Background: an optimization exercise with open tools, aiming at small area. Do not read the settings as production practice. In this exercise RTL edits were held to simulation tests only and were not proved equivalent to the original. No activity file was given, so power comes from the tool's default toggle rates.

== v40 ==
// optorx_record_stream
module optorx_record_stream (
    input  wire         clk,
    input  wire         rst,             
    input  wire         in_valid,
    input  wire [15:0]  in_data,
    input  wire         in_last,
    output reg          fr_valid,
    output wire [3:0]   fr_goh,
    output wire [3:0]   fr_fiber,
    output wire [191:0] fr_data,         
    output wire [3:0]   fr_presence,
    output wire [3:0]   fr_daq,
    output reg          done,
    output wire [15:0]  cnt_unknown_tag,
    output wire [15:0]  cnt_trailer_sig,
    output wire [15:0]  cnt_trailer_size,
    output wire [15:0]  cnt_chrange_rep,
    output wire [15:0]  cnt_chrange_sup
);
export LEC_CHECK = 0
export CAP_MARGIN = 20
export CELL_PAD_IN_SITES_DETAIL_PLACEMENT = 1
export CELL_PAD_IN_SITES_GLOBAL_PLACEMENT = 1
export CORE_MARGIN = 2
export CORE_UTILIZATION = 40
export PLACE_DENSITY = 0.5
export SLEW_MARGIN = 20
export SYNTH_HIERARCHICAL = 1
export SYNTH_MINIMUM_KEEP_SIZE = 0
create_clock -name core_clock -period 6.0 [get_ports {clk}]
standard.sh (not shown) runs the stock make flow with config.mk's settings and CLKGATE_MAP_FILE= SYNTH_SCRIPT=/design/flow/synth_recipe.tcl, a recipe that flattens the netlist after the stock synthesis.
==> flow/flow/run.sh <==
#!/bin/bash
# The standard layout (standard.sh), with these changes to how the
# layout is made:
#  * synthesis is the standard one (synth_recipe.tcl) but ABC maps the logic
#    with an area-oriented script (flow/abc_map.script) in place of ORFS's
#    delay-oriented abc_speed.script; registers are untouched by ABC;
#  * ports are buffered with buf_1 instead of the resizer's default pick;
#  * clock tree synthesis uses small clock buffers and no dummy loads.
# Each step's full output goes to its own log file in this folder.
set -euo pipefail
here=$(pwd)
mkdir -p abc_scripts
for f in "$FLOW_HOME"/scripts/*; do
    ln -sf "$f" abc_scripts/
done
rm -f abc_scripts/abc_speed.script
cp flow/abc_map.script abc_scripts/abc_speed.script
SCRIPTS_DIR="$here/abc_scripts" bash standard.sh synth > synth.log 2>&1
export BUFFER_PORTS_ARGS="-buffer_cell sky130_fd_sc_hd__buf_1"
export CTS_ARGS="-sink_clustering_enable -repair_clock_nets -dont_use_dummy_load -buf_list {sky130_fd_sc_hd__clkbuf_2 sky130_fd_sc_hd__clkbuf_4}"
bash standard.sh > layout.log 2>&1
==> flow/flow/abc_map.script <==
strash
&get -n
&fraig -x
&put
scorr
dc2
strash
&get -n
&dch -f
&nf -R 1000
&put
## Diff of input files: v5 against v40
Settings: changing SLEW_MARGIN from 20 to 0; changing CAP_MARGIN from 20 to 0.
diff --git a/flow/flow/run.sh b/flow/flow/run.sh
--- a/flow/flow/run.sh
+++ b/flow/flow/run.sh
@@ -6,4 +6,5 @@
 #    delay-oriented abc_speed.script; registers are untouched by ABC;
 #  * ports are buffered with buf_1 instead of the resizer's default pick;
+#  * the buffers ABC's mapping leaves are removed at floorplan;
 #  * clock tree synthesis uses small clock buffers and no dummy loads.
 # Each step's full output goes to its own log file in this folder.
@@ -17,5 +18,6 @@
 cp flow/abc_map.script abc_scripts/abc_speed.script
 SCRIPTS_DIR="$here/abc_scripts" bash standard.sh synth > synth.log 2>&1
+export REMOVE_ABC_BUFFERS=1
 export BUFFER_PORTS_ARGS="-buffer_cell sky130_fd_sc_hd__buf_1"
-export CTS_ARGS="-sink_clustering_enable -repair_clock_nets -dont_use_dummy_load -buf_list {sky130_fd_sc_hd__clkbuf_2 sky130_fd_sc_hd__clkbuf_4}"
+export CTS_ARGS="-sink_clustering_enable -repair_clock_nets -dont_use_dummy_load -buf_list {sky130_fd_sc_hd__clkbuf_2}"
 bash standard.sh > layout.log 2>&1
### Flow results
Vias after detailed routing down 1.0% in v5 wrt v40
Side by side, worst vdd rail ir drop turned out higher in v5 than in v40.
Summary of v5 over v40: headroom to the max-slew limit decreased by 5.8 points relative to the old numbers, overall routed net length decreased by about 0.5% relative to the old numbers, maximum net fanout on the critical path decreased by 8 relative to the old numbers.
v5 vs v40: smallest setup slack after layout up in v5
> inputs changed (v5 -> v54)
Settings: PLACE_DENSITY changed from 0.5 to 0.4; GPL_TIMING_DRIVEN newly set to 0; CELL_PAD_IN_SITES_DETAIL_PLACEMENT changed from 1 to 2; CORE_UTILIZATION changed from 40 to 30; CELL_PAD_IN_SITES_GLOBAL_PLACEMENT changed from 1 to 2.
diff --git a/flow/flow/run.sh b/flow/flow/run.sh
--- a/flow/flow/run.sh
+++ b/flow/flow/run.sh
@@ -20,4 +20,4 @@
 export REMOVE_ABC_BUFFERS=1
 export BUFFER_PORTS_ARGS="-buffer_cell sky130_fd_sc_hd__buf_1"
-export CTS_ARGS="-sink_clustering_enable -repair_clock_nets -dont_use_dummy_load -buf_list {sky130_fd_sc_hd__clkbuf_2}"
+export CTS_ARGS="-sink_clustering_enable -repair_clock_nets -dont_use_dummy_load -buf_list {sky130_fd_sc_hd__clkbuf_4} -sink_clustering_size 8 -sink_clustering_max_diameter 50"
 bash standard.sh > layout.log 2>&1
==> comparison <==
Of v5 and v54, the run reporting the higher fraction of power spent switching nets was v5. Relative to v5, arrival time of data at the critical path endpoint has gone up in v54. v5 reports its worst setup path startpoint as pres[1] while v54 reports in_data[8]. Looking at setup slack, v54 sits 360 ps lower than v5 does.

## what the ideal ports hide
The flow's constraints put no driver on any port. The routed layouts listed below were extracted and timed again, unchanged, in two steps. Step 1, drivers: a clkbuf_16 drives clk and a buf_2 each remaining input, both assumed. Step 2 times the ports against the registers' clock, not the clock port: input delays grow and output delays shrink by t, the midpoint of the rising clock arrivals with the driver on. Slacks: ideal ports / drivers / drivers and shift; pairs: ideal ports / drivers.
run | t, ns | setup WS [ns] | slew at the worst register clock pin (ns) | worst data-port slew with drivers (ns)
v40 | 0.701 | 0.535 / 0.557 / -0.144 | 0.07 / 0.07 | 0.06
v5 | 0.844 | 0.566 / 0.566 / -0.086 | 0.10 / 0.10 | 0.06
v54 | 0.718 | 0.204 / 0.228 / -0.489 | 0.10 / 0.10 | 0.05
With both steps, setup timing fails in every run listed, where it was met with ideal ports. For v54, which loses most, drivers alone change the setup slack by +0.024 ns; drivers and shift together by -0.693 ns.
